This is an optimization exercise on Yosys and OpenROAD, whose aim is small area, a short achievable clock period and few clock cycles per item, not a production implementation. RTL that was checked went through simulation tests only; none was proved equivalent to the original. No functional check of the RTL was part of runs 7 and 8. No activity file was given, so power comes from the tool's default toggle rates.

--- flow/design.v ---
module mano_engine (
    input  wire        clk,
    input  wire        rst,
    input  wire        cmd_valid,
    output wire        cmd_ready,
    input  wire [1:0]  cmd_op,
    input  wire        cmd_fgi,
    input  wire        cmd_fgo,
    input  wire [7:0]  cmd_inpr,
    output wire        resp_valid,
    output reg         resp_error,
    output reg         resp_interrupt,
    output wire        mem_req,
    output wire        mem_we,
    output wire [11:0] mem_addr,
    output wire [15:0] mem_wdata,
    input  wire        mem_ack,
    input  wire [15:0] mem_rdata,
    output reg  [15:0] ir,
    output reg  [15:0] ac,
    output wire [15:0] dr,
    output reg  [11:0] pc,
    output reg  [11:0] ar,
    output reg  [15:0] mar,
    output wire [15:0] tr,
    output wire        flag_i,
    output reg         flag_e,
    output wire        flag_r,
    output reg         flag_ien,
    output reg         flag_fgi,
    output reg         flag_fgo,
    output reg  [7:0]  inpr,
    output reg  [7:0]  outr,
    output reg         halted
);
    localparam OP_LOAD = 2'd0;
    localparam OP_STEP = 2'd1;
    localparam OP_BACK = 2'd2;
    localparam OP_DUMP = 2'd3;
    localparam FW = 96;
    assign dr = 16'h0000;
    assign tr = 16'h0000;
    assign flag_i = ir[15];
    assign flag_r = flag_ien & (flag_fgi | flag_fgo);
    reg s_idle, s_f, s_op, s_op2, s_wr, s_resp;
    reg loaded;
    reg st_int;                  
    reg push;                    
    reg typ;                     
    reg [11:0] maddr;            
    reg [15:0] wr_data;
    reg        sh_v;             
    reg [11:0] sh_a;             
    reg [15:0] sh_d;             
    reg        sh_da, sh_dd;
    reg        req_busy;         
    wire       idle_ld  = s_idle & loaded;
    reg [FW-1:0] hist [0:15];
    reg [3:0]    htop;
    reg [3:0]    hm1, hp1;        
    reg [4:0]    hcount;
    wire acc    = s_idle & cmd_valid;
    wire c_step = cmd_op == OP_STEP;
    wire step0  = acc & c_step & loaded;
    assign cmd_ready  = s_idle;
    assign resp_valid = s_resp | (s_wr & mem_ack);
    assign mem_req    = s_idle & cmd_valid | req_busy;
    assign mem_we     = s_wr;
    wire int_n = st_int;
    assign mem_addr  = maddr;
    assign mem_wdata = wr_data;
    wire       fgi_n  = s_idle ? cmd_fgi  : flag_fgi;
    wire       fgo_n  = s_idle ? cmd_fgo  : flag_fgo;
    wire [7:0] inpr_n = s_idle ? cmd_inpr : inpr;
    wire fack = mem_ack & ((idle_ld & cmd_valid & ~cmd_op[1] & cmd_op[0]) | s_f);
    wire oack = mem_ack & (s_op | s_op2);
    wire fphase  = (idle_ld & cmd_valid & ~cmd_op[1] & cmd_op[0]) | s_f;
    wire back_go = idle_ld & cmd_valid & cmd_op == OP_BACK & hcount != 5'd1;
    wire wr_op   = ir[14:12] == 3'd3 | ir[14:12] == 3'd5 | ir[14:12] == 3'd6;
    wire req_busy_n =
        (fphase & ~mem_ack) |
        (fphase & mem_ack & (int_n | mem_rdata[14:12] != 3'd7)) |
        ((s_op | s_op2) & ~mem_ack) |
        (s_op & mem_ack & ir[15]) |
        ((s_op & ~ir[15] | s_op2) & mem_ack & wr_op) |
        (back_go & sh_v) |
        (s_wr & ~mem_ack);
    wire [15:0] rd = mem_rdata;
    wire [11:0] pc_inc = pc + 12'd1;
    wire [11:0] pc_inc2 = pc + 12'd2;
    wire [11:0] ar_inc = ar + 12'd1;
    wire [11:0] pc_dec = pc - 12'd1;
    wire is_hlt = rd == 16'h7001;
    wire skip7 = (rd == 16'h7010 & ~ac[15]) | (rd == 16'h7008 & ac[15]) |
                 (rd == 16'h7004 & ac == 16'd0) | (rd == 16'h7002 & ~flag_e) |
                 (rd == 16'hF200 & fgi_n) | (rd == 16'hF100 & fgo_n);
    wire [FW-1:0] rf   = hist[hm1];
    wire        rf_typ  = rf[95];
    wire [15:0] rf_ir   = rf[94:79];
    wire [15:0] rf_ac   = rf[78:63];
    wire [11:0] rf_ar   = rf[62:51];
    wire [15:0] rf_mar  = rf[50:35];
    wire [15:0] rf_var  = rf[15:0];
    wire [2:0]  rf_op   = rf_ir[14:12];
    wire [FW-1:0] wf = {typ, ir, ac, ar, mar, flag_e, flag_fgi, flag_fgo, inpr, outr,
                        typ ? sh_d : {2'b00, pc, flag_ien, halted}};
    always @(posedge clk) begin
        if (push & (s_resp | s_wr))
            hist[hp1] <= wf;
    end
    always @(posedge clk) begin
        if (rst) begin
            s_idle <= 1'b1;
            s_f    <= 1'b0;
            s_op   <= 1'b0;
            s_op2  <= 1'b0;
            s_wr   <= 1'b0;
            s_resp <= 1'b0;
            loaded <= 1'b0;
            req_busy <= 1'b0;
        end else begin
            req_busy <= req_busy_n;
            if (s_resp | s_wr | (s_idle & ~cmd_valid))
                st_int <= flag_r;
            if (s_idle) begin
                if (cmd_valid) begin
                    resp_error     <= 1'b0;
                    resp_interrupt <= 1'b0;
                    push           <= 1'b0;
                    case (cmd_op)
                        OP_LOAD: begin
                            ir       <= 16'd0;
                            ac       <= 16'd0;
                            pc       <= 12'd0;
                            ar       <= 12'd0;
                            mar      <= 16'd0;
                            flag_e   <= 1'b0;
                            flag_ien <= 1'b0;
                            flag_fgi <= 1'b0;
                            flag_fgo <= 1'b0;
                            inpr     <= 8'd0;
                            outr     <= 8'd0;
                            halted   <= 1'b0;
                            typ      <= 1'b0;
                            sh_v     <= 1'b0;
                            htop     <= 4'd15;
                            hm1      <= 4'd14;
                            hp1      <= 4'd0;
                            hcount   <= 5'd0;
                            push     <= 1'b1;
                            loaded   <= 1'b1;
                            s_idle   <= 1'b0;
                            s_resp   <= 1'b1;
                        end
                        OP_STEP: begin
                            s_idle <= 1'b0;
                            if (!loaded) begin
                                resp_error <= 1'b1;
                                s_resp     <= 1'b1;
                            end else begin
                                flag_fgi <= cmd_fgi;
                                flag_fgo <= cmd_fgo;
                                inpr     <= cmd_inpr;
                                if (!mem_ack)
                                    s_f <= 1'b1;
                            end
                        end
                        OP_BACK: begin
                            s_idle <= 1'b0;
                            if (!loaded || hcount == 5'd1) begin
                                resp_error <= 1'b1;
                                s_resp     <= 1'b1;
                            end else begin
                                ir       <= rf_ir;
                                ac       <= rf_ac;
                                ar       <= rf_ar;
                                mar      <= rf_mar;
                                flag_e   <= rf[34];
                                flag_fgi <= rf[33];
                                flag_fgo <= rf[32];
                                inpr     <= rf[31:24];
                                outr     <= rf[23:16];
                                pc       <= rf_typ ? 12'd1 : rf_var[13:2];
                                flag_ien <= ~rf_typ & rf_var[1];
                                halted   <= ~rf_typ & rf_var[0];
                                htop     <= htop - 4'd1;
                                hm1      <= htop - 4'd2;
                                hp1      <= htop;
                                hcount   <= hcount - 5'd1;
                                maddr    <= sh_da ? sh_a - 12'd1 : sh_a;
                                wr_data  <= sh_dd ? sh_d - 16'd1 : sh_d;
                                sh_v     <= rf_typ | rf_op == 3'd3 | rf_op == 3'd5 | rf_op == 3'd6;
                                sh_a     <= rf_typ ? 12'd0 : rf_ar;
                                sh_d     <= rf_typ ? rf_var : rf_mar;
                                sh_da    <= ~rf_typ & rf_op == 3'd5;
                                sh_dd    <= ~rf_typ & rf_op == 3'd6;
                                if (sh_v) s_wr   <= 1'b1;
                                else      s_resp <= 1'b1;
                            end
                        end
                        default: begin
                            s_idle <= 1'b0;
                            s_resp <= 1'b1;
                        end
                    endcase
                end
            end
            if (fack) begin
                s_f <= 1'b0;
                if (int_n) begin
                    pc             <= 12'd1;
                    flag_ien       <= 1'b0;
                    halted         <= 1'b0;
                    wr_data        <= {4'b0000, pc};
                    typ            <= 1'b1;
                    resp_interrupt <= 1'b1;
                    push           <= (pc != 12'd1) | ~halted;
                    if ((pc != 12'd1) | ~halted) begin
                        sh_v <= 1'b1;
                        sh_a <= 12'd0;
                        sh_da <= 1'b0;
                        sh_dd <= 1'b0;
                        sh_d <= rd;
                    end
                    s_wr <= 1'b1;
                end else begin
                    ir  <= rd;
                    ar  <= rd[11:0];
                    mar <= rd;
                    typ <= 1'b0;
                    if (rd[14:12] == 3'd7) begin
                        push <= ~is_hlt | ~halted;
                        if (~is_hlt | ~halted)
                            sh_v <= 1'b0;
                        pc <= is_hlt ? pc : skip7 ? pc_inc2 : pc_inc;
                        case (rd)
                            16'h7800: ac <= 16'd0;
                            16'h7400: flag_e <= 1'b0;
                            16'h7200: ac <= ~ac;
                            16'h7100: flag_e <= ~flag_e;
                            16'h7080: begin
                                ac     <= {flag_e, ac[15:1]};
                                flag_e <= ac[0];
                            end
                            16'h7040: begin
                                ac     <= {ac[14:0], flag_e};
                                flag_e <= ac[15];
                            end
                            16'h7020: ac <= ac + 16'd1;
                            16'h7001: halted <= 1'b1;
                            16'hF800: begin
                                ac[7:0]  <= inpr_n;
                                flag_fgi <= 1'b0;
                            end
                            16'hF400: begin
                                outr     <= ac[7:0];
                                flag_fgo <= 1'b0;
                            end
                            16'hF080: flag_ien <= 1'b1;
                            16'hF040: flag_ien <= 1'b0;
                            default: ;
                        endcase
                        s_resp <= 1'b1;
                    end else begin
                        pc    <= pc_inc;
                        maddr <= rd[11:0];
                        s_op  <= 1'b1;
                    end
                end
            end
            if (oack) begin
                s_op  <= 1'b0;
                s_op2 <= 1'b0;
                mar   <= rd;
                if (s_op & ir[15]) begin
                    ar    <= rd[11:0];
                    maddr <= rd[11:0];
                    s_op2 <= 1'b1;
                end else begin
                    case (ir[14:12])
                        3'd0: begin
                            ac     <= ac & rd;
                            push   <= 1'b1;
                            sh_v   <= 1'b0;
                            s_resp <= 1'b1;
                        end
                        3'd1: begin
                            ac     <= ac + rd;
                            flag_e <= ac[15] & rd[15];
                            push   <= 1'b1;
                            sh_v   <= 1'b0;
                            s_resp <= 1'b1;
                        end
                        3'd2: begin
                            ac     <= rd;
                            push   <= 1'b1;
                            sh_v   <= 1'b0;
                            s_resp <= 1'b1;
                        end
                        3'd3: begin
                            wr_data <= ac;
                            push    <= 1'b1;
                            sh_v    <= 1'b1;
                            sh_a    <= ar;
                            sh_da   <= 1'b0;
                            sh_dd   <= 1'b0;
                            sh_d    <= rd;
                            s_wr    <= 1'b1;
                        end
                        3'd4: begin
                            pc     <= ar;
                            push   <= (ar != pc_dec) | ~halted;
                            if ((ar != pc_dec) | ~halted)
                                sh_v <= 1'b0;
                            s_resp <= 1'b1;
                        end
                        3'd5: begin
                            wr_data <= {4'b0000, pc};
                            ar      <= ar_inc;
                            pc      <= ar_inc;
                            push    <= (ar_inc != pc_dec) | ~halted;
                            if ((ar_inc != pc_dec) | ~halted) begin
                                sh_v <= 1'b1;
                                sh_a <= ar;
                                sh_da <= 1'b0;
                                sh_dd <= 1'b0;
                                sh_d <= rd;
                            end
                            s_wr    <= 1'b1;
                        end
                        default: begin   
                            mar     <= rd + 16'd1;
                            wr_data <= rd + 16'd1;
                            if (rd == 16'hFFFF)
                                pc <= pc_inc;
                            push    <= 1'b1;
                            sh_v    <= 1'b1;
                            sh_a    <= ar;
                            sh_da   <= 1'b0;
                            sh_dd   <= 1'b0;
                            sh_d    <= rd;
                            s_wr    <= 1'b1;
                        end
                    endcase
                end
            end
            if (s_resp | (s_wr & mem_ack)) begin
                s_resp <= 1'b0;
                s_wr   <= 1'b0;
                s_idle <= 1'b1;
                maddr  <= flag_r ? 12'd0 : pc;
                if (push) begin
                    htop <= htop + 4'd1;
                    hm1  <= htop;
                    hp1  <= htop + 4'd2;
                    if (hcount != 5'd16)
                        hcount <= hcount + 5'd1;
                end
            end
        end
    end
endmodule
--- flow/flow/run.sh ---
#!/bin/bash
# Standard layout, with port buffers of a faster cell than buffer_ports picks.
export BUFFER_PORTS_ARGS="-buffer_cell sky130_fd_sc_hd__buf_4"
bash standard.sh > standard.log 2>&1
--- flow/standard.sh ---
#!/bin/bash
# synth_recipe.tcl (not shown) runs the flow's synth.tcl, then flattens the netlist and writes it again
# the make line also repeats each setting of config.mk as NAME=value (left out here)
make -C /OpenROAD-flow-scripts/flow DESIGN_CONFIG=/design/flow/config.mk WORK_HOME=/design/flow/orfs CLKGATE_MAP_FILE= SYNTH_SCRIPT=/design/flow/synth_recipe.tcl "${@:-finish}"
--- flow/config.mk ---
export PLATFORM = sky130hd
export DESIGN_NAME = mano_engine
export DESIGN_NICKNAME = mano_engine
export VERILOG_FILES = /design/flow/design.v
export SDC_FILE = /design/flow/constraint.sdc
export NUM_CORES = 4
export LEC_CHECK = 0
export CAP_MARGIN = 20
export CORE_MARGIN = 2
export CORE_UTILIZATION = 40
export CTS_CLUSTER_DIAMETER = 70
export CTS_CLUSTER_SIZE = 20
export SETUP_SLACK_MARGIN = 4.0
export SLEW_MARGIN = 20
--- flow/constraint.sdc ---
create_clock -name core_clock -period 7.0 [get_ports {clk}]
set_input_delay 1.4000 -clock core_clock [delete_from_list [all_inputs] [get_ports {clk}]]
set_output_delay 1.4000 -clock core_clock [all_outputs]
set_load 0.01 [all_outputs]
==> results.toml, run 1 <==
[outcome]
status = "complete, no violations"

[die]
coreArea_sq_mm = 0.1856
floorplan.initialDensity_pct = 40.30
die_y_um = 436.5
die_area_sq_mm = 0.1905
die_x_um = 436.5
fp-row-count = 158
ios = 193

[sta]
rsz0062_at_grt = "true"
final.period_utilization_pct = 48.28
finalHoldViolCount = 0
fmax_mhz = 295.9
relSlewSlack_pct = 26.16
finalCriticalPeriod_ns = 3.380
slew_viol_final = 0
setup_viol = 0
skew_ns = 0.03478
worstMarginPinSlew_ns = 1.100
tns_ns = 0

[synth]
synth_top_family_by_area = "multiplexers"
synth_edf_count = 1710
synth-compound-area-share_pct = 6.012
syn_area_per_cell_sq_um = 17.71
yosysWarnings = 1
ys.flop_type = "edfxtp_1"
synthSimpleGateAreaFrac_pct = 4.442
synthMuxAreaShare_pct = 15.54
synth_fa_ha_area_share_pct = 0.7292
synth_cells = 4225
synthesis.area_sq_mm = 0.07481
yosys_register_bits = 1722
async_flop_share_pct = 0
ys_seq_area_share_pct = 68.96
synth_xor_area_share_pct = 1.427
yosysUniqueCellTypes = 96

[cts]
cts_buffers = 109
cts.path.max_buffers = 3
clk_pin_slew_worst_paths_ns = 0.08
clk_latency_ns = 0.77
cts.sinks = 1722
htreeDepth = 3
holdBufCountCts = 0
cts_tree = "done"
root_buffer = "clkbuf_16"

[drt]
vias_per_cell = 6.197
num_vias = 44260
ant_nets = 0
drc = 0
drt_wl_total_mm = 236.9
wl_per_cell_um = 33.17
drt-initial-drc-count = 5921
drt-pass1-iter-count = 6

[final_layout]
nets = 4675
fin_cells = 7141
final_common_cell = "edfxtp_1"
syn_to_final_growth_pct = 16.56
design_area_sq_mm = 0.08720
drive_gt1_share_pct = 32.45
nFillCells = 15540
layout_common_cells = "edfxtp_1 (1710), mux4_2 (474), buf_4 (443)"

[critical_path]
endpoint_kind = "output pin"
worstPathArrival_ns = 1.98
path_class = "in2out"
start_kind = "primary input"
cp_data_required_time_ns = 5.60
cp_max_fo = 4

[power]
power_frac_comb_pct = 16.1
p_int_w = 0.01627
p_sw_share_pct = 25.74
power.ir.vdd_worst_v = 0.0002182
power.switching_w = 0.005638
pwr-share-clk_pct = 30.5
p_per_area_mw_per_mm2 = 251.2
cellLeakagePower_nw = 28.15
p_seq_share_pct = 53.4

[placed_design]
dpl.cell_count = 6642
placed_cell_area_sq_mm = 0.07871
dp_hpwl_mm = 128.6
place_congestion = 0.9523
io_buffers = 160

[global_route]
antenna_found_initial = 11
track_usage_pct = 24.27
overflow = 0
grt_max_degree = 91
grt_pass1_wl_mm = 331.2
grt_pass1_vias = 43010

[worst_hold_path]
min_path_type = "reg2reg"

[job]
cap_violations = 0
==> cell usage after synthesis (12+ instances only) <==
cell type | number | share of area, %
a211oi_1 | 45 | 0.45
a21oi_1 | 148 | 0.99
a221oi_1 | 49 | 0.57
a22o_1 | 18 | 0.21
a22oi_1 | 74 | 0.74
a31oi_1 | 22 | 0.18
and2_1 | 17 | 0.14
and3_1 | 25 | 0.21
buf_1 | 46 | 0.23
buf_2 | 60 | 0.40
buf_4 | 110 | 1.1
clkbuf_1 | 175 | 0.88
dfxtp_1 | 12 | 0.32
edfxtp_1 | 1710 | 69
ha_1 | 42 | 0.70
inv_1 | 42 | 0.21
mux2_2 | 32 | 0.48
mux2i_1 | 42 | 0.56
mux4_2 | 474 | 14
nand2_1 | 184 | 0.92
nand2b_1 | 13 | 0.11
nand3_1 | 56 | 0.37
nand4_1 | 22 | 0.18
nor2_1 | 180 | 0.90
nor2b_1 | 20 | 0.17
nor3_1 | 59 | 0.39
o211ai_1 | 18 | 0.18
o21ai_0 | 135 | 0.90
o22ai_1 | 33 | 0.28
or3_1 | 25 | 0.21
xnor2_1 | 87 | 1.0
xor2_1 | 33 | 0.39
==> final cells by class <==
type / count / area (sq um) / share of cell area (%)
Clock buffer: 130 / 2892 / 3.316
Antenna cell: 5 / 12.51 / 0.01435
Tap cell: 2480 / 3103 / 3.558
Timing Repair Buffer: 617 / 6280 / 7.201
Sequential cell: 1722 / 51610 / 59.18
Multi-Input combinational cell: 2105 / 22640 / 25.96
Inverter: 45 / 210.2 / 0.2411
Clock inverter: 37 / 455.4 / 0.5223
==> worst paths after layout <==
kind / from / to / slack [ns] / cells past startpoint
max: mem_ack / resp_valid / 3.62 / 5
min: hm1[0] / register / 0.51 / 1
max reg2reg: pc[1] / sh_d[14] / 3.81 / 12
min reg2reg: hm1[0] / register / 0.51 / 1
==> power groups by stage <==
stage,Sequential [W],Clock (W),Combinational [W]
after floorplan,0.0119,0,0.00199
after detailed placement,0.0121,0,0.00287
final,0.0117,0.00668,0.00353
after global placement,0.0121,0,0.00286
after global routing,0.0117,0.00712,0.00370
after CTS,0.0117,0.00679,0.00343
==> metrics by stage <==
stage / utilization, % / hold slack (ns) / power [W] / setup slack, ns
4_1_cts: 46.27 / 0.5201 / 0.02192 / 3.607
2_1_floorplan: - / 0.4763 / 0.01393 / 3.116
3_5_place_dp: 42.40 / 0.4934 / 0.01495 / 1.851
5_1_grt: 46.98 / 0.5369 / 0.02253 / 3.615
6_report: 46.98 / 0.5126 / 0.02191 / 3.620
3_3_place_gp: 42.40 / 0.4903 / 0.01492 / 1.946
==> sequential cells by signal, summed over array words and instances (netlist names), 5 cells and up, named ones only <==
signal	flops
mar	16
ir	16
maddr	12
hist	1536
hcount	5
ac	16
outr	8
ar	12
pc	12
sh_a	12
wr_data	16
inpr	8
sh_d	16
==> worst max-delay path, cell delays in order <==
cell,delay (ns)
buf_12,0.11
a21oi_4,0.13
inv_2,0.07
buf_12,0.14
buf_6,0.12
==> kinds of logic (layout without fill, tap and decap cells) <==
family,count (synthesis),in the layout
flip-flops,1722,1722
AND/OR/NAND/NOR,670,677
AO/OA/AOI/OAI,669,672
multiplexers,560,560
buffers and inverters,439,829
XOR/XNOR,121,121
adder cells (fa/ha/maj),43,43
other,1,37
==> routing by layer <==
metal  up-vias  global-route usage (%)  share of wire [%]
li1      17900                       -                  -
met1     23270                   32.38                 39
met2      2439                   38.69                 47
met3       642                   3.771                8.1
met4         6                   12.38                6.4
met5         -                       0              0.014
==> timing repair <==
action                                  CTS  global route
buffers inserted                        218            77
cloned                                   27             5
hold endpoints to repair                  0             0
endpoints found under the setup margin  574           200
pin swaps                                49            74
gates resized for setup                 318           139
Testbench counts, summed over its fixed seeds: cycles 82,208, commands 32,000.
==> run 2: changes to the inputs <==
--- a/flow/config.mk
+++ b/flow/config.mk
@@ -8,7 +8,7 @@
 export CAP_MARGIN = 20
 export CORE_MARGIN = 2
 export CORE_UTILIZATION = 40
-export CTS_CLUSTER_DIAMETER = 70
-export CTS_CLUSTER_SIZE = 20
-export SETUP_SLACK_MARGIN = 4.0
+export CTS_CLUSTER_DIAMETER = 80
+export CTS_CLUSTER_SIZE = 24
+export SETUP_SLACK_MARGIN = 3.8
 export SLEW_MARGIN = 20
==> run 2 against run 1 <==
Still clean on timing, DRC and antenna. Power is 3.5% lower. Cell count down 2.9%. Critical path depth is the same. Clock power shrank 7.5%. Wire length decreased by 4.6%. Sequential cell count is the same. First-iteration DRC count fell by 11%. Register-to-register slack is essentially flat. Sequential share of layout area grew 2.4 points. Final area is 3.9% lower. Clock skew rose by 0.0027 ns. Clock-buffer cell count is 20 lower. Largest power group unchanged. Highest routed layer is now met4.
==> results.toml, run 2 <==
[die]
coreArea_sq_mm = 0.1856
ios = 193
die_area_sq_mm = 0.1905
floorplan.initialDensity_pct = 40.30
die_y_um = 436.5
fp-row-count = 158
die_x_um = 436.5

[final_layout]
layout_common_cells = "edfxtp_1 (1710), mux4_2 (474), buf_4 (373)"
utilization_pct = 45.16
largest_reg_flops = 1536
nFillCells = 15860
seqCellArea_sq_mm = 0.05161
final_common_cell = "edfxtp_1"
drive_gt1_share_pct = 27.83
nets = 4481
regMostFlops = "hist"
multi_input_area_sq_mm = 0.02199
syn_to_final_growth_pct = 12.05

[sta]
fmax_mhz = 295.3
rsz0062_at_grt = "true"
relSlewSlack_pct = 27.56
slew_viol_final = 0
worstMarginPinSlew_ns = 1.087
final.period_utilization_pct = 48.37
skew_ns = 0.03744
finalHoldViolCount = 0
setup_viol = 0
tns_ns = 0
finalCriticalPeriod_ns = 3.386

[synth]
ys_seq_area_share_pct = 68.96
syn_area_per_cell_sq_um = 17.71
yosys.area.top_type = "edfxtp_1"
yosysUniqueCellTypes = 96
synthesis.area_sq_mm = 0.07481
synth_edf_count = 1710
synth_top_area_share_pct = 68.64
yosysWarnings = 1
async_flop_share_pct = 0
synth_cells = 4225
ys.flop_type = "edfxtp_1"
yosys_register_bits = 1722
yosysMostFrequentCell = "edfxtp_1"
synth_area_leaders = "edfxtp_1 (69%), mux4_2 (14%), buf_4 (1.1%), xnor2_1 (1.0%), a21oi_1 (0.99%)"
synthTopCellsByCount = "edfxtp_1 (1710), mux4_2 (474), nand2_1 (184)"

[global_route]
grt_pass1_vias = 41850
grt_max_degree = 100
antenna_found_initial = 8
grt_pass1_wl_mm = 316.9
track_usage_pct = 23.10
overflow = 0

[outcome]
status = "complete, no violations"

[placed_design]
place_congestion = 0.9523
io_buffers = 160
dp_hpwl_mm = 128.6

[power]
power.ir.vdd_worst_v = 0.0002357
cellLeakagePower_nw = 26.39
p_per_area_mw_per_mm2 = 252.2

[cts]
htreeDepth = 3
root_buffer = "clkbuf_16"
clk_pin_slew_worst_paths_ns = 0.10
cts_buffers = 93
cts.path.max_buffers = 3
cts.sinks = 1722
clk_latency_ns = 0.77
holdBufCountCts = 0
cts_tree = "done"

[critical_path]
worstPathArrival_ns = 1.99
cp_max_fo = 4
worst_path_largest_cell_delay_ns = 0.15
endpoint_kind = "output pin"
r2r-start = "ir[12]"
worst_path_max_delay_cell = "buf_12"
path_common_cell = "buf_12"
cp_data_required_time_ns = 5.60
start_kind = "primary input"
crit_path_cell_trace = "buf_12, a21oi_4, inv_2, buf_12, buf_6"
path_class = "in2out"
critical_path.startpoint = "mem_ack"

[drt]
wl_per_cell_um = 32.60
wl_met2_mm = 107.9
wl_met1_mm = 89.25
drc = 0
drt-pass1-iter-count = 6
ant_nets = 0
drt-initial-drc-count = 5251
vias_per_cell = 6.177
num_vias = 42830
drt_wl_total_mm = 226.1
highest_layer = "met4"
wl_met3_mm = 17.06

[job]
cap_violations = 0

[worst_hold_path]
min_path_type = "reg2reg"
hp-start = "hm1[0]"
==> run 2: metrics by stage <==
| step | instance area (sq um) | total power (W) | cells | hold slack (ns) | setup slack (ns) |
|---|---|---|---|---|---|
| 3_3_place_gp | 78710 | 0.01492 | 6642 | 0.4903 | 1.946 |
| 6_report | 83830 | 0.02114 | 6934 | 0.5170 | 3.614 |
| 4_1_cts | 82980 | 0.02118 | 6874 | 0.5237 | 3.609 |
| 2_1_floorplan | 75050 | 0.01393 | 4256 | 0.4763 | 3.116 |
| 5_1_grt | 83830 | 0.02179 | 6932 | 0.5437 | 3.615 |
| 3_5_place_dp | 78710 | 0.01495 | 6642 | 0.4934 | 1.851 |
==> run 2: worst max-delay path, delay by kind of cell <==
kind	cells	cell delay, ns
buffers and inverters	4	0.45
AOI/OAI and AO/OA	1	0.13
==> run 2: logic make-up (layout without fill, tap and decap cells) <==
family | count (synthesis) | count (layout) | share of synthesized area [%]
buffers and inverters | 439 | 625 | 2.890
AO/OA/AOI/OAI | 669 | 671 | 6.012
AND/OR/NAND/NOR | 670 | 675 | 4.442
adder cells (fa/ha/maj) | 43 | 43 | 0.7292
other | 1 | 37 | 0.005012
XOR/XNOR | 121 | 121 | 1.427
flip-flops | 1722 | 1722 | 68.96
multiplexers | 560 | 560 | 15.54
==> run 2: metal layers <==
metal / GRT usage (%) / vias to the layer above
met4: 10.65 / 0
li1: - / 17480
met2: 37.30 / 2088
met1: 30.88 / 22800
met3: 3.573 / 465
met5: 0 / -
==> run 2: power by group <==
| part | switching, W | internal (W) |
|---|---|---|
| registers | 0.000176 | 0.0115 |
| clock network | 0.00345 | 0.00273 |
| logic | 0.00182 | 0.00142 |
==> run 2: area by class of cell <==
cell class                 count  area share [%]
sequential                  1722           61.56
multi-input combinational   2102           26.23
timing repair buffer         442           4.777
tap                         2480           3.701
clock buffer                 110           2.966
clock inverter                28          0.5045
inverter                      45          0.2463
antenna                        5         0.01492
==> run 2: path summary, 6_finish.rpt <==
kind / to / depth (start not counted) / slack, ns
min reg2reg: register / 1 / 0.52
max: resp_valid / 5 / 3.61
max reg2reg: sh_d[7] / 9 / 3.81
min: register / 1 / 0.52
==> run 2: what timing repair did <==
item | in CTS | in global routing
gates resized for setup | 107 | 70
cloned | 5 | 6
setup buffers | 89 | 49
pin swaps | 14 | 19
setup endpoints to repair | 217 | 333
==> run 3: changes to the inputs <==
--- a/flow/config.mk
+++ b/flow/config.mk
@@ -10,5 +10,5 @@
 export CORE_UTILIZATION = 40
 export CTS_CLUSTER_DIAMETER = 80
 export CTS_CLUSTER_SIZE = 24
-export SETUP_SLACK_MARGIN = 3.8
+export SETUP_SLACK_MARGIN = 3.6
 export SLEW_MARGIN = 20
==> run 3 against run 2 <==
Still clean. Die area unchanged. Worst hold slack improved by 0.00074 ns. Register-to-register slack worse by 0.27 ns. Global-route usage is 0.43 points lower. Sequential share of layout area rose by 0.96 points. Power fell by 0.64%. Critical endpoint is now mar[3].
==> results.toml, run 3 <==
[final_layout]
largest_reg_flops = 1536
nets = 4394
drive_gt1_share_pct = 25.56
syn_to_final_growth_pct = 10.33
design_area_sq_mm = 0.08254
layout_common_cells = "edfxtp_1 (1710), mux4_2 (474), buf_4 (328)"
nFillCells = 15940
final_common_cell = "edfxtp_1"
regMostFlops = "hist"

[placed_design]
placed_cell_area_sq_mm = 0.07871
dp_hpwl_mm = 128.6
io_buffers = 160
pre_cts_slack_ns = 1.851
place_congestion = 0.9523

[global_route]
grt_pass1_wl_mm = 311.8
grt_pass1_vias = 41270
antenna_found_initial = 9
track_usage_pct = 22.67
overflow = 0
grt_max_degree = 100

[die]
fp-row-count = 158
coreArea_sq_mm = 0.1856
die_area_sq_mm = 0.1905
die_y_um = 436.5
ios = 193
floorplan.initialDensity_pct = 40.30
die_x_um = 436.5

[power]
power.ir.vdd_worst_v = 0.0002335
cellLeakagePower_nw = 25.81
p_per_area_mw_per_mm2 = 254.5

[drt]
drt-pass1-iter-count = 6
num_vias = 42300
vias_per_cell = 6.180
drc = 0
drt-initial-drc-count = 5211
ant_nets = 0
drt_wl_total_mm = 220.3
wl_per_cell_um = 32.19

[critical_path]
path_class = "in2reg"
cp_max_fo = 16
start_kind = "primary input"
r2r_end = "mar[3]"
cp_data_required_time_ns = 7.46
endpoint_kind = "register"
critical_path.startpoint = "cmd_valid"
r2r-start = "s_idle"
crit_path_cell_trace = "buf_4, and2_1, a21o_1, nand2_1, nand2_1, a221oi_1, a311oi_1"
r2r_slack_ns = 3.54
cp_top_family = "simple AND/OR/NAND/NOR gates"
worst_path_largest_cell_delay_ns = 0.73
worstPathArrival_ns = 4.07
path_common_cell = "nand2_1"
reg2reg_depth = 7
worst-path-buf-inv = 1
worst_path_max_delay_cell = "nand2_1"

[worst_hold_path]
hold_depth = 1
min_path_type = "reg2reg"
hp-start = "hm1[0]"

[synth]
synthesis.area_sq_mm = 0.07481
synth_edf_count = 1710
yosys_register_bits = 1722
yosysWarnings = 1
synth_top_family_by_area = "multiplexers"
yosysUniqueCellTypes = 96
syn_area_per_cell_sq_um = 17.71
yosysMostFrequentCell = "edfxtp_1"
yosys.area.top_type = "edfxtp_1"
synth_xor_area_share_pct = 1.427
ys_seq_area_share_pct = 68.96
ys.flop_type = "edfxtp_1"
synth-compound-area-share_pct = 6.012
synthTopCellsByCount = "edfxtp_1 (1710), mux4_2 (474), nand2_1 (184)"
synthSimpleGateAreaFrac_pct = 4.442
async_flop_share_pct = 0
synth_fa_ha_area_share_pct = 0.7292
synthMuxAreaShare_pct = 15.54
synth_area_leaders = "edfxtp_1 (69%), mux4_2 (14%), buf_4 (1.1%), xnor2_1 (1.0%), a21oi_1 (0.99%)"
synth_cells = 4225
synth_top_area_share_pct = 68.64

[cts]
htreeDepth = 3
cts_buffers = 93
cts.path.max_buffers = 3
clk_pin_slew_worst_paths_ns = 0.10
holdBufCountCts = 0
cts.sinks = 1722
cts_tree = "done"
clk_latency_ns = 0.76
root_buffer = "clkbuf_16"

[sta]
setup_viol = 0
finalHoldViolCount = 0
relSlewSlack_pct = 27.70
skew_ns = 0.03692
finalCriticalPeriod_ns = 3.609
fmax_mhz = 277.1
final.period_utilization_pct = 51.56
worstMarginPinSlew_ns = 1.081
tns_ns = 0
rsz0062_at_grt = "true"
slew_viol_final = 0
fin_ws_ns = 3.391

[job]
cap_violations = 0

[outcome]
status = "complete, no violations"
==> run 3: cell counts after synthesis <==
Identical to the previous run, type by type.
==> run 3: logic make-up (layout without fill, tap and decap cells) <==
group           Yosys count  in the layout
xor+xnor                121            121
simple gates            670            672
fa+ha+maj                43             43
compound gates          669            670
mux                     560            560
other cells               1             34
buf+inv                 439            542
flops                  1722           1722
==> run 3: what timing repair did <==
item	4_1_cts	5_1_grt
setup endpoints to repair	138	94
gates resized for setup	48	34
setup buffers	42	17
endpoints found under the hold margin	0	0
pin swaps	7	5
cloned	1	2
==> run 3: how the worst max path moves through the flow <==
stage | to | depth (start not counted)
2_1_floorplan | ac[15] | 11
3_3_place_gp | ac[4] | 10
3_5_place_dp | ac[4] | 10
4_1_cts | resp_valid | 5
5_1_grt | mar[3] | 7
6_report | mar[3] | 7
==> run 3: per-stage QoR <==
stage	util (%)	hold WS (ns)	std cells	total power, W
finish	44.47	0.5178	6844	0.02100
global route	44.46	0.5437	6843	0.02166
CTS	44.31	0.5237	6823	0.02111
detailed placement	42.40	0.4934	6642	0.01495
global placement	42.40	0.4903	6642	0.01492
floorplan	-	0.4763	4256	0.01393
==> run 3: metal layers <==
layer  routed length [um]  global-route usage, %
met5                    0                      0
met4                10800                  9.711
met3                16480                  3.377
met2               105900                  36.82
met1                87110                  30.50
==> run 3: cell type report <==
| type | instances | area, sq um | share of cell area, % |
|---|---|---|---|
| Sequential cell | 1722 | 51610 | 62.52 |
| Clock buffer | 110 | 2486 | 3.012 |
| Inverter | 45 | 200.2 | 0.2425 |
| Clock inverter | 28 | 422.9 | 0.5123 |
| Antenna cell | 2 | 5.005 | 0.006063 |
| Timing Repair Buffer | 359 | 3008 | 3.644 |
| Multi-Input combinational cell | 2098 | 21710 | 26.30 |
| Tap cell | 2480 | 3103 | 3.759 |
==> run 3: report_power, final <==
| group | internal (W) | leakage (nW) | switching [W] |
|---|---|---|---|
| Combinational | 0.00133 | 8.75 | 0.00171 |
| Clock | 0.00273 | 1.41 | 0.00345 |
| Sequential | 0.0115 | 15.7 | 0.000230 |
| Total | 0.0156 | 25.8 | 0.00539 |
==> run 4: changes to the inputs <==
--- a/flow/config.mk
+++ b/flow/config.mk
@@ -10,5 +10,6 @@
 export CORE_UTILIZATION = 40
 export CTS_CLUSTER_DIAMETER = 80
 export CTS_CLUSTER_SIZE = 24
-export SETUP_SLACK_MARGIN = 3.6
+export SETUP_SLACK_MARGIN = 4.0
 export SLEW_MARGIN = 20
+export TNS_END_PERCENT = 5
==> run 4 against run 3 <==
Maximum frequency grew 7.1%. Power grew 2.8%. Utilization grew 1.3 points. Clock skew shrank 0.0022 ns. Sequential power is essentially flat. Critical endpoint is now resp_valid.
==> results.toml, run 4 <==
[synth]
synthesis.area_sq_mm = 0.07481
synth_edf_count = 1710
yosys_register_bits = 1722
ys_seq_area_share_pct = 68.96
yosysMostFrequentCell = "edfxtp_1"
yosysUniqueCellTypes = 96
async_flop_share_pct = 0
syn_area_per_cell_sq_um = 17.71
synth_area_leaders = "edfxtp_1 (69%), mux4_2 (14%), buf_4 (1.1%), xnor2_1 (1.0%), a21oi_1 (0.99%)"
yosysWarnings = 1
ys.flop_type = "edfxtp_1"
synth_cells = 4225
synthTopCellsByCount = "edfxtp_1 (1710), mux4_2 (474), nand2_1 (184)"
yosys.area.top_type = "edfxtp_1"
synth_top_area_share_pct = 68.64

[cts]
cts.path.max_buffers = 3
holdBufCountCts = 0
cts.sinks = 1722
cts_buffers = 100
clk_latency_ns = 0.76
clk_pin_slew_worst_paths_ns = 0.09
htreeDepth = 3
cts_tree = "done"
root_buffer = "clkbuf_16"

[die]
floorplan.initialDensity_pct = 40.30
die_y_um = 436.5
ios = 193
coreArea_sq_mm = 0.1856
die_x_um = 436.5
fp-row-count = 158
die_area_sq_mm = 0.1905

[worst_hold_path]
hp-start = "hm1[0]"
min_path_type = "reg2reg"

[drt]
drt-pass1-iter-count = 8
drt_wl_total_mm = 230.4
wl_per_cell_um = 33.01
drt-initial-drc-count = 6318
drc = 0
num_vias = 43260
ant_nets = 0
vias_per_cell = 6.197

[outcome]
status = "complete, no violations"

[power]
power.ir.vdd_worst_v = 0.0002027
cellLeakagePower_nw = 27.00
p_per_area_mw_per_mm2 = 254.4

[sta]
rsz0062_at_grt = "true"
finalCriticalPeriod_ns = 3.370
relSlewSlack_pct = 17.47
fmax_mhz = 296.8
tns_ns = 0
slew_viol_final = 0
finalHoldViolCount = 0
worstMarginPinSlew_ns = 1.225
setup_viol = 0
fin_hold_ws_ns = 0.5269
final.period_utilization_pct = 48.14
skew_ns = 0.03472

[final_layout]
design_area_sq_mm = 0.08490
drive_gt1_share_pct = 29.46
seqCellArea_sq_mm = 0.05161
nFillCells = 15720
final_common_cell = "edfxtp_1"
regMostFlops = "hist"
syn_to_final_growth_pct = 13.48
multi_input_area_sq_mm = 0.02238
utilization_pct = 45.74
layout_common_cells = "edfxtp_1 (1710), mux4_2 (474), buf_4 (380)"
nets = 4512
fin_cells = 6981
largest_reg_flops = 1536

[global_route]
grt_max_degree = 120
grt_pass1_vias = 42250
grt_pass1_wl_mm = 324.1
overflow = 0
antenna_found_initial = 8
track_usage_pct = 23.67

[critical_path]
endpoint_kind = "output pin"
critical_path.startpoint = "mem_ack"
cp_data_required_time_ns = 5.60
worst_path_largest_cell_delay_ns = 0.15
r2r-start = "hp1[2]"
start_kind = "primary input"
crit_path_cell_trace = "buf_12, a21oi_4, inv_2, buf_12, buf_6"
worst_path_max_delay_cell = "buf_12"
path_common_cell = "buf_12"
cp_max_fo = 2
path_class = "in2out"
worstPathArrival_ns = 1.97

[placed_design]
dpl.cell_count = 6635
io_buffers = 160
placed_cell_area_sq_mm = 0.07866
place_congestion = 0.9271
dp_hpwl_mm = 129.6

[job]
cap_violations = 0
==> run 4: final timing paths <==
path / cells after the start / to / slack [ns]
worst max register to register: 3 / hist[14][47] / 3.78
worst max-delay path: 5 / resp_valid / 3.63
worst min-delay path: 1 / register / 0.53
worst min register to register: 1 / register / 0.53
==> run 4: metal layers <==
layer,GRT usage [%],vias to the layer above,wire [um]
met5,0,-,0
met4,10.44,0,11880
met3,3.505,500,18120
met2,38.59,2240,110600
met1,31.61,22960,89770
li1,-,17560,-
==> run 4: cell type report <==
type	instances	area share [%]
Inverter	45	0.2358
Antenna cell	4	0.01179
Clock inverter	56	0.8061
Tap cell	2480	3.655
Sequential cell	1722	60.79
Clock buffer	106	3.024
Multi-Input combinational cell	2103	26.36
Timing Repair Buffer	465	5.121
==> run 4: per-stage QoR <==
| step | setup slack (ns) | power (W) |
|---|---|---|
| floorplan | 3.038 | 0.01393 |
| global placement | 1.766 | 0.01493 |
| detailed placement | 1.653 | 0.01495 |
| CTS | 3.614 | 0.02165 |
| global route | 3.600 | 0.02223 |
| finish | 3.630 | 0.02160 |
==> run 4: critical path: cells and delay by family <==
family | cells | cell delay (ns)
AO/OA/AOI/OAI | 1 | 0.12
buffers and inverters | 4 | 0.45
==> run 4: what timing repair did <==
action,CTS,global route
resized for setup,201,94
cloned,17,3
pin swaps,41,26
buffers inserted,115,45
endpoints found under the hold margin,0,0
endpoints found under the setup margin,776,882
==> run 4: logic make-up after synthesis <==
logic type	count (synthesis)	share of synthesized area (%)
simple gates	670	4.442
flops	1722	68.96
mux	560	15.54
other cells	1	0.005012
xor+xnor	121	1.427
buf+inv	439	2.890
fa+ha+maj	43	0.7292
compound gates	669	6.012
==> run 4: power by group <==
group | switching, W | internal [W] | total [W] | leakage [nW]
Sequential | 0.000227 | 0.0115 | 0.0118 | 15.7
Clock | 0.00365 | 0.00291 | 0.00656 | 1.58
Combinational | 0.00182 | 0.00145 | 0.00327 | 9.76
Total | 0.00569 | 0.0159 | 0.0216 | 27.0
==> run 5: changes to the inputs <==
--- a/flow/config.mk
+++ b/flow/config.mk
@@ -10,6 +10,6 @@
 export CORE_UTILIZATION = 40
 export CTS_CLUSTER_DIAMETER = 80
 export CTS_CLUSTER_SIZE = 24
-export SETUP_SLACK_MARGIN = 4.0
+export SETUP_SLACK_MARGIN = 3.8
 export SLEW_MARGIN = 20
 export TNS_END_PERCENT = 5
==> run 5 against run 4 <==
Clock power hardly changed. Sequential power is essentially flat. Critical endpoint unchanged. Die area unchanged.
==> results.toml, run 5 <==
[synth]
synth_top_area_share_pct = 68.64
yosys_register_bits = 1722
syn_area_per_cell_sq_um = 17.71
yosys.area.top_type = "edfxtp_1"
synth_area_leaders = "edfxtp_1 (69%), mux4_2 (14%), buf_4 (1.1%), xnor2_1 (1.0%), a21oi_1 (0.99%)"
synthesis.area_sq_mm = 0.07481
synth_edf_count = 1710
async_flop_share_pct = 0
synth_cells = 4225
ys_seq_area_share_pct = 68.96
yosysWarnings = 1
ys.flop_type = "edfxtp_1"
yosysMostFrequentCell = "edfxtp_1"
synthTopCellsByCount = "edfxtp_1 (1710), mux4_2 (474), nand2_1 (184)"
yosysUniqueCellTypes = 96

[power]
p_sw_share_pct = 26.20
p_int_w = 0.01583
power_frac_comb_pct = 14.5
cellLeakagePower_nw = 26.28
pwr-share-clk_pct = 30.5
power.ir.vdd_worst_v = 0.0002027
p_seq_share_pct = 55.0
power.switching_w = 0.005619
p_per_area_mw_per_mm2 = 256.7

[global_route]
grtUsageMet2_pct = 37.29
grt_pass1_wl_mm = 317.3
overflow = 0
grtUsageMet1_pct = 31.45
antenna_found_initial = 8
grt_pass1_vias = 41500
track_usage_pct = 23.11
met3_usage_pct = 2.997
busiest_layer = "met2"
grt_max_degree = 120

[final_layout]
utilization_pct = 45.00
drive_gt1_share_pct = 26.99
syn_to_final_growth_pct = 11.65
final_common_cell = "edfxtp_1"
largest_reg_flops = 1536
layout_common_cells = "edfxtp_1 (1710), mux4_2 (474), buf_4 (337)"
regMostFlops = "hist"
nets = 4435

[sta]
skew_ns = 0.03138
setup_viol = 0
relSlewSlack_pct = 20.49
finalCriticalPeriod_ns = 3.397
slew_viol_final = 0
fmax_mhz = 294.3
fin_ws_ns = 3.603
worstMarginPinSlew_ns = 1.180
rsz0062_at_grt = "true"
tns_ns = 0
finalHoldViolCount = 0
final.period_utilization_pct = 48.53
fin_hold_ws_ns = 0.5253

[die]
die_y_um = 436.5
ios = 193
fp-row-count = 158
floorplan.initialDensity_pct = 40.30
coreArea_sq_mm = 0.1856
die_area_sq_mm = 0.1905
die_x_um = 436.5

[drt]
drt-initial-drc-count = 6087
vias_per_cell = 6.172
ant_nets = 0
wl_per_cell_um = 32.65
num_vias = 42610
drc = 0
drt_wl_total_mm = 225.4
drt-pass1-iter-count = 8

[cts]
clk_pin_slew_worst_paths_ns = 0.08
clk_latency_ns = 0.76
cts.path.max_buffers = 3
cts.sinks = 1722
cts_buffers = 100
root_buffer = "clkbuf_16"
htreeDepth = 3
cts_tree = "done"

[critical_path]
worst-path-buf-inv = 4
cp_max_fo = 2
start_kind = "primary input"
cp_data_required_time_ns = 5.60
worst_path_largest_cell_delay_ns = 0.15
cp_top_family = "buffers and inverters"
path_common_cell = "buf_12"
crit_path_cell_trace = "buf_12, a21oi_4, inv_2, buf_12, buf_6"
worstPathArrival_ns = 2.00
path_class = "in2out"
endpoint_kind = "output pin"
worst_path_max_delay_cell = "a21oi_4"

[placed_design]
dp_hpwl_mm = 129.6
place_congestion = 0.9271
io_buffers = 160
pre_cts_slack_ns = 1.653

[job]
cap_violations = 0

[outcome]
status = "complete, no violations"

[worst_hold_path]
min_path_type = "reg2reg"
## run 5: kinds of logic after synthesis
| kind of cell | after synthesis | share of synthesized area, % |
|---|---|---|
| adder cells (fa/ha/maj) | 43 | 0.7292 |
| multiplexers | 560 | 15.54 |
| buffers and inverters | 439 | 2.890 |
| XOR/XNOR | 121 | 1.427 |
| AO/OA/AOI/OAI | 669 | 6.012 |
| flip-flops | 1722 | 68.96 |
| AND/OR/NAND/NOR | 670 | 4.442 |
| other | 1 | 0.005012 |
## run 5: worst register-to-register path, stage by stage (launching register included)
cell	delay, ns
edfxtp_1	0.42
clkinvlp_4	0.39
nand2_2	0.41
and2_1	0.34
nor2_1	0.21
nor2_2	0.65
o31ai_4	0.19
buf_12	0.20
mux2_4	0.29
## run 5: final timing paths
| path | from | to | slack (ns) | cells past startpoint |
|---|---|---|---|---|
| worst min register to register | hm1[1] | register | 0.53 | 1 |
| worst min-delay path | hm1[1] | register | 0.53 | 1 |
| worst max-delay path | mem_ack | resp_valid | 3.60 | 5 |
| worst max register to register | ir[12] | sh_a[3] | 3.65 | 8 |
## run 5: final cells by class
type                       instances  area (sq um)
sequential                      1722         51610
clock buffer                     106          2567
multi-input combinational       2102         21920
fill                           15840        102100
antenna                            3         7.507
tap                             2480          3103
timing repair buffer             389          3445
inverter                          45         193.9
clock inverter                    56         684.4
## run 5: layer usage
layer	share of wire, %	vias up	wire, um
met5	0	-	0
met4	4.9	0	10990
met3	7.5	434	16810
met2	48	2122	108200
met1	40	22650	89390
li1	-	17400	-
## run 5: power groups by stage
| stage | Clock, W | Sequential, W | Combinational (W) |
|---|---|---|---|
| after floorplan | 0 | 0.0119 | 0.00199 |
| after global placement | 0 | 0.0121 | 0.00286 |
| after detailed placement | 0 | 0.0121 | 0.00287 |
| after CTS | 0.00667 | 0.0118 | 0.00304 |
| after global routing | 0.00700 | 0.0118 | 0.00327 |
| final | 0.00655 | 0.0118 | 0.00311 |
## run 5: metrics by stage
| step | std cells | cell area, sq um | power, W |
|---|---|---|---|
| 6_report | 6903 | 83530 | 0.02145 |
| 2_1_floorplan | 4256 | 75020 | 0.01393 |
| 3_5_place_dp | 6635 | 78660 | 0.01495 |
| 4_1_cts | 6858 | 82810 | 0.02150 |
| 5_1_grt | 6903 | 83530 | 0.02208 |
| 3_3_place_gp | 6634 | 78640 | 0.01493 |
## run 5: what timing repair did
action | 4_1_cts | 5_1_grt
gates resized for setup | 73 | 76
hold buffers | 0 | 0
buffers inserted | 55 | 36
pin swaps | 13 | 21
cloned | 6 | 6
endpoints found under the setup margin | 240 | 527
==> run 6: changes to the inputs <==
--- a/flow/config.mk
+++ b/flow/config.mk
@@ -8,8 +8,8 @@
 export CAP_MARGIN = 20
 export CORE_MARGIN = 2
 export CORE_UTILIZATION = 40
-export CTS_CLUSTER_DIAMETER = 80
-export CTS_CLUSTER_SIZE = 24
+export CTS_CLUSTER_DIAMETER = 90
+export CTS_CLUSTER_SIZE = 28
 export SETUP_SLACK_MARGIN = 3.8
 export SLEW_MARGIN = 20
 export TNS_END_PERCENT = 5
==> run 6 against run 5 <==
Clock power down 16%. Maximum frequency increased by 0.22%. Non-clock buffer count increased by 6. Via count is essentially flat. Cell count is 0.70% lower. Sequential cell count stayed put. Utilization is 0.40 points lower. Die area did not move. Global-route usage fell by 0.089 points. Critical path type unchanged.
==> results.toml, run 6 <==
[die]
ios = 193
floorplan.initialDensity_pct = 40.30
die_y_um = 436.5
die_x_um = 436.5
fp-row-count = 158
die_area_sq_mm = 0.1905
coreArea_sq_mm = 0.1856

[cts]
clk_latency_ns = 0.74
root_buffer = "clkbuf_16"
htreeDepth = 3
clk_pin_slew_worst_paths_ns = 0.11
cts.path.max_buffers = 3
holdBufCountCts = 0
cts_tree = "done"
cts_buffers = 78
cts.sinks = 1722

[power]
p_per_area_mw_per_mm2 = 246.6
power.ir.vdd_worst_v = 0.0001721
cellLeakagePower_nw = 25.93

[critical_path]
worstPathArrival_ns = 1.99
endpoint_kind = "output pin"
cp_max_fo = 2
cp_data_required_time_ns = 5.60
path_class = "in2out"
reg2reg_depth = 8
r2r_slack_ns = 3.65
start_kind = "primary input"

[sta]
worstMarginPinSlew_ns = 1.158
rsz0062_at_grt = "true"
finalCriticalPeriod_ns = 3.390
final.period_utilization_pct = 48.43
slew_viol_final = 0
finalHoldViolCount = 0
fmax_mhz = 295.0
skew_ns = 0.04833
relSlewSlack_pct = 21.98
fin_hold_ws_ns = 0.5235
setup_viol = 0
tns_ns = 0

[synth]
synth_area_leaders = "edfxtp_1 (69%), mux4_2 (14%), buf_4 (1.1%), xnor2_1 (1.0%), a21oi_1 (0.99%)"
ys_seq_area_share_pct = 68.96
synthTopCellsByCount = "edfxtp_1 (1710), mux4_2 (474), nand2_1 (184)"
yosysMostFrequentCell = "edfxtp_1"
syn_area_per_cell_sq_um = 17.71
synth_edf_count = 1710
yosysWarnings = 1
yosys_register_bits = 1722
yosysUniqueCellTypes = 96
ys.flop_type = "edfxtp_1"
synth_top_area_share_pct = 68.64
yosys.area.top_type = "edfxtp_1"
async_flop_share_pct = 0
synth_cells = 4225
synthesis.area_sq_mm = 0.07481

[final_layout]
syn_to_final_growth_pct = 10.65
drive_gt1_share_pct = 26.61
regMostFlops = "hist"
final_common_cell = "edfxtp_1"
layout_common_cells = "edfxtp_1 (1710), mux4_2 (474), buf_4 (340)"
utilization_pct = 44.60
largest_reg_flops = 1536
nets = 4420

[drt]
vias_per_cell = 6.218
drc = 0
wl_per_cell_um = 32.78
drt_wl_total_mm = 224.7
drt-initial-drc-count = 5858
num_vias = 42620
ant_nets = 0
drt-pass1-iter-count = 9

[global_route]
grt_max_degree = 120
antenna_found_initial = 6
grt_pass1_vias = 41330
grt_pass1_wl_mm = 316.2
overflow = 0
track_usage_pct = 23.02

[outcome]
status = "complete, no violations"

[placed_design]
place_congestion = 0.9271
io_buffers = 160
dp_hpwl_mm = 129.6

[worst_hold_path]
min_path_type = "reg2reg"
hold_depth = 1

[job]
cap_violations = 0
-- run 6: cell counts after synthesis --
Identical to the previous run, type by type.
-- run 6: cell families (layout without fill, tap and decap cells) --
| logic type | after synthesis | in the layout | share of synthesized area [%] |
|---|---|---|---|
| other cells | 1 | 36 | 0.005012 |
| mux | 560 | 560 | 15.54 |
| simple gates | 670 | 677 | 4.442 |
| flops | 1722 | 1722 | 68.96 |
| xor+xnor | 121 | 121 | 1.427 |
| fa+ha+maj | 43 | 43 | 0.7292 |
| buf+inv | 439 | 546 | 2.890 |
| compound gates | 669 | 670 | 6.012 |
-- run 6: worst max-delay path, cell delays in order --
cell	delay, ns
buf_12	0.11
a21oi_4	0.15
inv_2	0.07
buf_12	0.14
buf_6	0.12
-- run 6: timing repair --
action / in CTS / in global routing
resized for setup: 82 / 84
cloned: 10 / 5
setup buffers: 66 / 29
pin swaps: 15 / 18
setup endpoints to repair: 272 / 518
-- run 6: worst paths after layout --
kind,from,end
hold reg to reg,hm1[2],register
hold / removal,hm1[2],register
setup / recovery,mem_ack,resp_valid
setup reg to reg,ir[12],sh_a[5]
-- run 6: power by group --
group	internal [W]	switching [W]
Sequential	0.0115	0.000242
Clock	0.00224	0.00328
Combinational	0.00137	0.00174
-- run 6: cell type report --
type,count,area [sq um]
fillers,15870,102800
flip-flops and latches,1722,51610
multi-input cells,2103,21950
repair buffers,395,3552
well taps,2480,3103
clock buffers,82,2009
clock inverters,24,351.6
inverters,45,197.7
diodes,4,10.01
-- run 6: metal layers --
metal | vias to the layer above | share of wire (%) | wire length, um | GRT usage, %
li1 | 17340 | - | - | -
met1 | 22710 | 40 | 89590 | 31.15
met2 | 2126 | 48 | 108500 | 37.50
met3 | 447 | 7.4 | 16690 | 3.145
met4 | 2 | 4.4 | 9905 | 9.694
met5 | - | 0.0045 | 10 | 0
-- run 6: metrics by stage --
stage	power, W	cell area [sq um]	cells	setup slack (ns)
after CTS	0.02046	82070	6817	3.614
after global routing	0.02103	82780	6853	3.554
after global placement	0.01493	78640	6634	1.766
after detailed placement	0.01495	78660	6635	1.653
final	0.02042	82780	6855	3.610
after floorplan	0.01393	75020	4256	3.038
==> run 7: changes to the inputs <==
--- a/flow/design.v
+++ b/flow/design.v
@@ -47,6 +47,8 @@
     reg st_int;                  
     reg push;                    
     reg typ;                     
+    reg [2:0] opc;               
+    reg       ind;               
     reg [11:0] maddr;            
     reg [15:0] wr_data;
     reg        sh_v;             
@@ -76,13 +78,13 @@
     wire oack = mem_ack & (s_op | s_op2);
     wire fphase  = (idle_ld & cmd_valid & ~cmd_op[1] & cmd_op[0]) | s_f;
     wire back_go = idle_ld & cmd_valid & cmd_op == OP_BACK & hcount != 5'd1;
-    wire wr_op   = ir[14:12] == 3'd3 | ir[14:12] == 3'd5 | ir[14:12] == 3'd6;
+    wire wr_op   = opc == 3'd3 | opc == 3'd5 | opc == 3'd6;
     wire req_busy_n =
         (fphase & ~mem_ack) |
         (fphase & mem_ack & (int_n | mem_rdata[14:12] != 3'd7)) |
         ((s_op | s_op2) & ~mem_ack) |
-        (s_op & mem_ack & ir[15]) |
-        ((s_op & ~ir[15] | s_op2) & mem_ack & wr_op) |
+        (s_op & mem_ack & ind) |
+        ((s_op & ~ind | s_op2) & mem_ack & wr_op) |
         (back_go & sh_v) |
         (s_wr & ~mem_ack);
     wire [15:0] rd = mem_rdata;
@@ -264,6 +266,8 @@
                     end else begin
                         pc    <= pc_inc;
                         maddr <= rd[11:0];
+                        opc   <= rd[14:12];
+                        ind   <= rd[15];
                         s_op  <= 1'b1;
                     end
                 end
@@ -272,12 +276,12 @@
                 s_op  <= 1'b0;
                 s_op2 <= 1'b0;
                 mar   <= rd;
-                if (s_op & ir[15]) begin
+                if (s_op & ind) begin
                     ar    <= rd[11:0];
                     maddr <= rd[11:0];
                     s_op2 <= 1'b1;
                 end else begin
-                    case (ir[14:12])
+                    case (opc)
                         3'd0: begin
                             ac     <= ac & rd;
                             push   <= 1'b1;
--- a/flow/config.mk
+++ b/flow/config.mk
@@ -8,8 +8,7 @@
 export CAP_MARGIN = 20
 export CORE_MARGIN = 2
 export CORE_UTILIZATION = 40
-export CTS_CLUSTER_DIAMETER = 90
-export CTS_CLUSTER_SIZE = 28
-export SETUP_SLACK_MARGIN = 3.8
+export CTS_CLUSTER_DIAMETER = 70
+export CTS_CLUSTER_SIZE = 20
+export SETUP_SLACK_MARGIN = 4.0
 export SLEW_MARGIN = 20
-export TNS_END_PERCENT = 5
==> run 7 against run 6 <==
Utilization is 2.8 points higher. Setup slack better by 0.046 ns. Sequential power hardly changed. Critical path type is now reg2reg. Register-to-register slack hardly changed. Final area is 6.1% higher. Clock-buffer cell count is 35 higher. Highest routed layer unchanged. Sequential cell count is 4 higher. Synthesized cell count is 1.1% higher. Still clean. Maximum frequency is 1.4% higher.
==> results.toml, run 7 <==
[cts]
htreeDepth = 3
cts_tree = "done"
clk_latency_ns = 0.79
clk_pin_slew_worst_paths_ns = 0.08
root_buffer = "clkbuf_16"
holdBufCountCts = 0
cts.path.max_buffers = 3
cts.sinks = 1726
cts_buffers = 110

[drt]
drt_wl_total_mm = 246.1
wl_per_cell_um = 34.04
vias_per_cell = 6.246
drc = 0
ant_nets = 0
drt-pass1-iter-count = 7
drt-initial-drc-count = 6089
num_vias = 45160

[sta]
tns_ns = 0
slew_viol_final = 0
setup_viol = 0
worstMarginPinSlew_ns = 1.069
skew_ns = 0.04654
fmax_mhz = 299.0
relSlewSlack_pct = 28.49
fin_ws_ns = 3.656
fin_hold_ws_ns = 0.5292
rsz0062_at_grt = "true"
finalHoldViolCount = 0
final.period_utilization_pct = 47.77
finalCriticalPeriod_ns = 3.344

[job]
cap_violations = 0

[synth]
synth-compound-area-share_pct = 6.585
synth_cells = 4272
synthTopCellsByCount = "edfxtp_1 (1714), mux4_2 (443), nand2_1 (216)"
synth_top_area_share_pct = 69.13
syn_area_per_cell_sq_um = 17.43
synthesis.area_sq_mm = 0.07445
async_flop_share_pct = 0
synth_top_family_by_area = "multiplexers"
yosys.area.top_type = "edfxtp_1"
yosysUniqueCellTypes = 80
yosys_register_bits = 1726
ys.flop_type = "edfxtp_1"
synth_area_leaders = "edfxtp_1 (69%), mux4_2 (13%), a22oi_1 (1.4%), buf_4 (1.1%), nand2_1 (1.1%)"
synth_xor_area_share_pct = 1.413
yosysMostFrequentCell = "edfxtp_1"
synthMuxAreaShare_pct = 14.50
synthSimpleGateAreaFrac_pct = 4.472
synth_fa_ha_area_share_pct = 0.7327
ys_seq_area_share_pct = 69.46
synth_edf_count = 1714
yosysWarnings = 1

[global_route]
grt_pass1_vias = 42970
grt_max_degree = 110
antenna_found_initial = 9
grt_pass1_wl_mm = 339.8
track_usage_pct = 25.14
overflow = 0

[final_layout]
largest_reg_flops = 1536
nets = 4765
regMostFlops = "hist"
drive_gt1_share_pct = 31.78
nFillCells = 15640
syn_to_final_growth_pct = 17.94
multi_input_area_sq_mm = 0.02211
seqCellArea_sq_mm = 0.05173
final_common_cell = "edfxtp_1"
layout_common_cells = "edfxtp_1 (1714), buf_4 (459), mux4_2 (443)"

[critical_path]
cp_top_family = "simple AND/OR/NAND/NOR gates"
worst_path_largest_cell_delay_ns = 0.42
r2r_slack_ns = 3.66
start_kind = "register"
r2r_end = "sh_d[7]"
reg2reg_depth = 12
endpoint_kind = "register"
worstPathArrival_ns = 3.87
cp_max_fo = 7
r2r-start = "pc[1]"
cp_data_required_time_ns = 7.53
path_class = "reg2reg"
crit_path_cell_trace = "buf_6, inv_8, ha_4, or3b_4, nor3_4, xnor3_1, nor4b_4, o2111ai_4, and2_4, nor2_8, buf_12, mux2_4"
critical_path.startpoint = "pc[1]"
worst_path_max_delay_cell = "or3b_4"
worst-path-buf-inv = 3

[die]
ios = 193
floorplan.initialDensity_pct = 40.19
die_y_um = 435.4
die_area_sq_mm = 0.1896
coreArea_sq_mm = 0.1852
fp-row-count = 158
die_x_um = 435.4

[power]
power.ir.vdd_worst_v = 0.0002109
p_sw_share_pct = 26.26
pwr-share-clk_pct = 30.3
cellLeakagePower_nw = 28.73
p_per_area_mw_per_mm2 = 251.5
p_int_w = 0.01629
power_w = 0.02209
p_seq_share_pct = 53.1
power_frac_comb_pct = 16.7
power.switching_w = 0.005800

[placed_design]
dp_hpwl_mm = 134.0
place_congestion = 0.9738
io_buffers = 160
pre_cts_slack_ns = 2.197

[worst_hold_path]
hold_depth = 1
min_path_type = "reg2reg"
hp-start = "hm1[0]"

[outcome]
status = "complete, no violations"
## run 7: worst max-delay path by stage
stage / end / slack [ns] / cells after the start
finish: sh_d[7] / 3.66 / 12
floorplan: register / 2.70 / 2
global route: sh_d[7] / 3.62 / 12
global placement: mar[4] / 2.18 / 9
detailed placement: ac[7] / 2.20 / 11
CTS: resp_valid / 3.71 / 4
## run 7: routing by layer
metal / vias up / wire length (um) / GRT usage, %
li1: 18160 / - / -
met1: 23740 / 95090 / 34.21
met2: 2642 / 115000 / 39.58
met3: 608 / 21920 / 4.253
met4: 4 / 14040 / 11.79
met5: - / 33 / 0
## run 7: repair_timing
item	CTS	global route
setup buffers	225	78
resized for setup	368	149
gates cloned	35	15
pin swaps	48	67
setup endpoints to repair	411	215
## run 7: worst register-to-register path, stage by stage, from the launching register on
cell and delay [ns]:
edfxtp_1 0.38, buf_6 0.14, inv_8 0.06, ha_4 0.13, or3b_4 0.42, nor3_4 0.16, xnor3_1 0.28, nor4b_4 0.37
o2111ai_4 0.19, and2_4 0.25, nor2_8 0.21, buf_12 0.18, mux2_4 0.31
## run 7: final cells by class
class,instances,area share (%)
clock buffers,117,3.165
inverters,37,0.1895
diodes,5,0.01425
flip-flops and latches,1726,58.92
repair buffers,662,8.363
clock inverters,50,0.6398
multi-input cells,2153,25.18
well taps,2480,3.534
## run 7: per-stage QoR
stage	area (sq um)	util, %	std cells
after floorplan	74720	-	4303
after global placement	78430	42.34	6705
after detailed placement	78440	42.34	6705
after CTS	86180	46.53	7132
after global routing	87800	47.40	7227
final	87810	47.40	7230
## run 7: cell families after synthesis
kind of cell	count (synthesis)
flip-flops	1726
multiplexers	518
adder cells (fa/ha/maj)	43
XOR/XNOR	117
buffers and inverters	428
AO/OA/AOI/OAI	742
other	1
AND/OR/NAND/NOR	697
## run 7: power by group through the flow
| stage | Combinational (W) | Sequential [W] | Clock (W) |
|---|---|---|---|
| after floorplan | 0.00189 | 0.0120 | 0 |
| after global placement | 0.00284 | 0.0121 | 0 |
| after detailed placement | 0.00285 | 0.0121 | 0 |
| after CTS | 0.00348 | 0.0117 | 0.00677 |
| after global routing | 0.00384 | 0.0117 | 0.00712 |
| final | 0.00368 | 0.0117 | 0.00669 |
==> run 8: changes to the inputs <==
--- a/flow/config.mk
+++ b/flow/config.mk
@@ -7,7 +7,7 @@
 export LEC_CHECK = 0
 export CAP_MARGIN = 20
 export CORE_MARGIN = 2
-export CORE_UTILIZATION = 40
+export CORE_UTILIZATION = 55
 export CTS_CLUSTER_DIAMETER = 70
 export CTS_CLUSTER_SIZE = 20
 export SETUP_SLACK_MARGIN = 4.0
==> run 8 against run 7 <==
Wire length decreased by 3.2%. Die area decreased by 27%. First-iteration DRC count increased by 15%. Synthesized area unchanged. Critical path depth decreased by 8. Power increased by 1.8%. Setup slack got worse by 0.17 ns. Sequential share of layout area increased by 0.52 points. Worst hold slack got worse by 0.021 ns.
==> results.toml, run 8 <==
[drt]
num_vias = 45320
drt-initial-drc-count = 7017
drc = 0
vias_per_cell = 6.945
ant_nets = 0
drt-pass1-iter-count = 9
wl_per_cell_um = 36.49

[power]
power.ir.vdd_worst_v = 0.0002362
p_sw_share_pct = 26.05

[critical_path]
worst_path_max_delay_cell = "clkinvlp_4"
critical_path.startpoint = "mem_ack"
worst_path_largest_cell_delay_ns = 0.24
r2r-start = "pc[1]"
crit_path_cell_trace = "buf_12, a21oi_4, clkinvlp_4, buf_6"
path_class = "in2out"
cp_data_required_time_ns = 5.60
reg2reg_depth = 14
r2r_slack_ns = 3.65
cp_max_fo = 2
endpoint_kind = "output pin"

[cts]
cts.path.max_buffers = 3
root_buffer = "clkbuf_16"
cts_tree = "done"
holdBufCountCts = 0
cts_buffers = 117
cts.sinks = 1726

[die]
die_y_um = 371.9
floorplan.initialDensity_pct = 55.58
fp-row-count = 134
coreArea_sq_mm = 0.1340
die_area_sq_mm = 0.1383

[sta]
setup_viol = 0
relSlewSlack_pct = 21.21
skew_ns = 0.02033
worstMarginPinSlew_ns = 1.182
fin_hold_ws_ns = 0.5086
slew_viol_final = 0
tns_ns = 0
finalHoldViolCount = 0
rsz0062_at_grt = "true"
finalCriticalPeriod_ns = 3.511
final.period_utilization_pct = 50.15

[global_route]
track_usage_pct = 34.13
antenna_found_initial = 8
overflow = 0
grt_pass1_wl_mm = 329.4
grt_max_degree = 97

[synth]
synth_top_family_by_area = "multiplexers"
synthTopCellsByCount = "edfxtp_1 (1714), mux4_2 (443), nand2_1 (216)"
syn_area_per_cell_sq_um = 17.43
yosys_register_bits = 1726
synth_top_area_share_pct = 69.13
synth_area_leaders = "edfxtp_1 (69%), mux4_2 (13%), a22oi_1 (1.4%), buf_4 (1.1%), nand2_1 (1.1%)"
ys_seq_area_share_pct = 69.46
yosysUniqueCellTypes = 80
yosys.area.top_type = "edfxtp_1"
ys.flop_type = "edfxtp_1"
async_flop_share_pct = 0
synthMuxAreaShare_pct = 14.50
synth_xor_area_share_pct = 1.413

[outcome]
status = "complete, no violations"

[final_layout]
nFillCells = 9276
largest_reg_flops = 1536
drive_gt1_share_pct = 31.99
syn_to_final_growth_pct = 16.90
regMostFlops = "hist"
nets = 4760

[placed_design]
dp_hpwl_mm = 131.2
io_buffers = 160
pre_cts_slack_ns = 2.382

[worst_hold_path]
hp-start = "hm1[0]"
[run 8: cell counts after synthesis]
Identical to the previous run, type by type.
[run 8: timing repair]
action                     in CTS  in global routing
buffers inserted              208                 88
resized for setup             321                187
pin swaps                      63                 62
gates cloned                   27                 12
setup endpoints to repair     611                215
[run 8: layout make-up]
cell class	count	area (sq um)	share of cell area, %
sequential	1726	51730	59.44
timing repair buffer	649	7034	8.082
antenna	2	5.005	0.005750
clock inverter	60	740.7	0.8511
inverter	37	173.9	0.1998
clock buffer	129	3015	3.465
multi-input combinational	2154	22120	25.42
tap	1768	2212	2.542
[run 8: metal layers]
| layer | track usage, % | wire length [um] | part of all wire [%] |
|---|---|---|---|
| met2 | 51.20 | 107700 | 45 |
| met4 | 10.92 | 9852 | 4.1 |
| met5 | 0 | 54 | 0.023 |
| met3 | 7.391 | 26590 | 11 |
| met1 | 50.44 | 93930 | 39 |
[run 8: power by group through the flow]
stage,Sequential [W],Clock [W],Combinational [W]
finish,0.0117,0.00715,0.00362
detailed placement,0.0121,0,0.00285
global placement,0.0121,0,0.00284
floorplan,0.0120,0,0.00189
CTS,0.0117,0.00723,0.00339
global route,0.0117,0.00760,0.00376
[run 8: per-stage QoR]
| step | cell area, sq um | total power [W] |
|---|---|---|
| floorplan | 74720 | 0.01384 |
| global placement | 77600 | 0.01492 |
| CTS | 85200 | 0.02233 |
| global route | 87030 | 0.02308 |
| finish | 87030 | 0.02248 |
| detailed placement | 77640 | 0.01493 |
[run 8: critical path: cells and delay by family]
kind | cells | cell delay (ns)
AOI/OAI and AO/OA | 1 | 0.16
buffers and inverters | 3 | 0.55
[run 8: logic make-up after synthesis]
group           after synthesis
buf+inv                     428
simple gates                697
xor+xnor                    117
flops                      1726
fa+ha+maj                    43
compound gates              742
mux                         518
other cells                   1
[run 8: worst max path at each step]
stage / end
floorplan: register
global route: resp_valid
global placement: pc[8]
CTS: resp_valid
finish: resp_valid
detailed placement: pc[8]

Setup slack of run 8, layout unchanged: 3.489 ns with ideal ports, 3.380 ns with driving cells assumed (clock clkbuf_16, inputs buf_2), 2.845 ns with port delays also shifted by the 0.845 ns mid clock arrival.
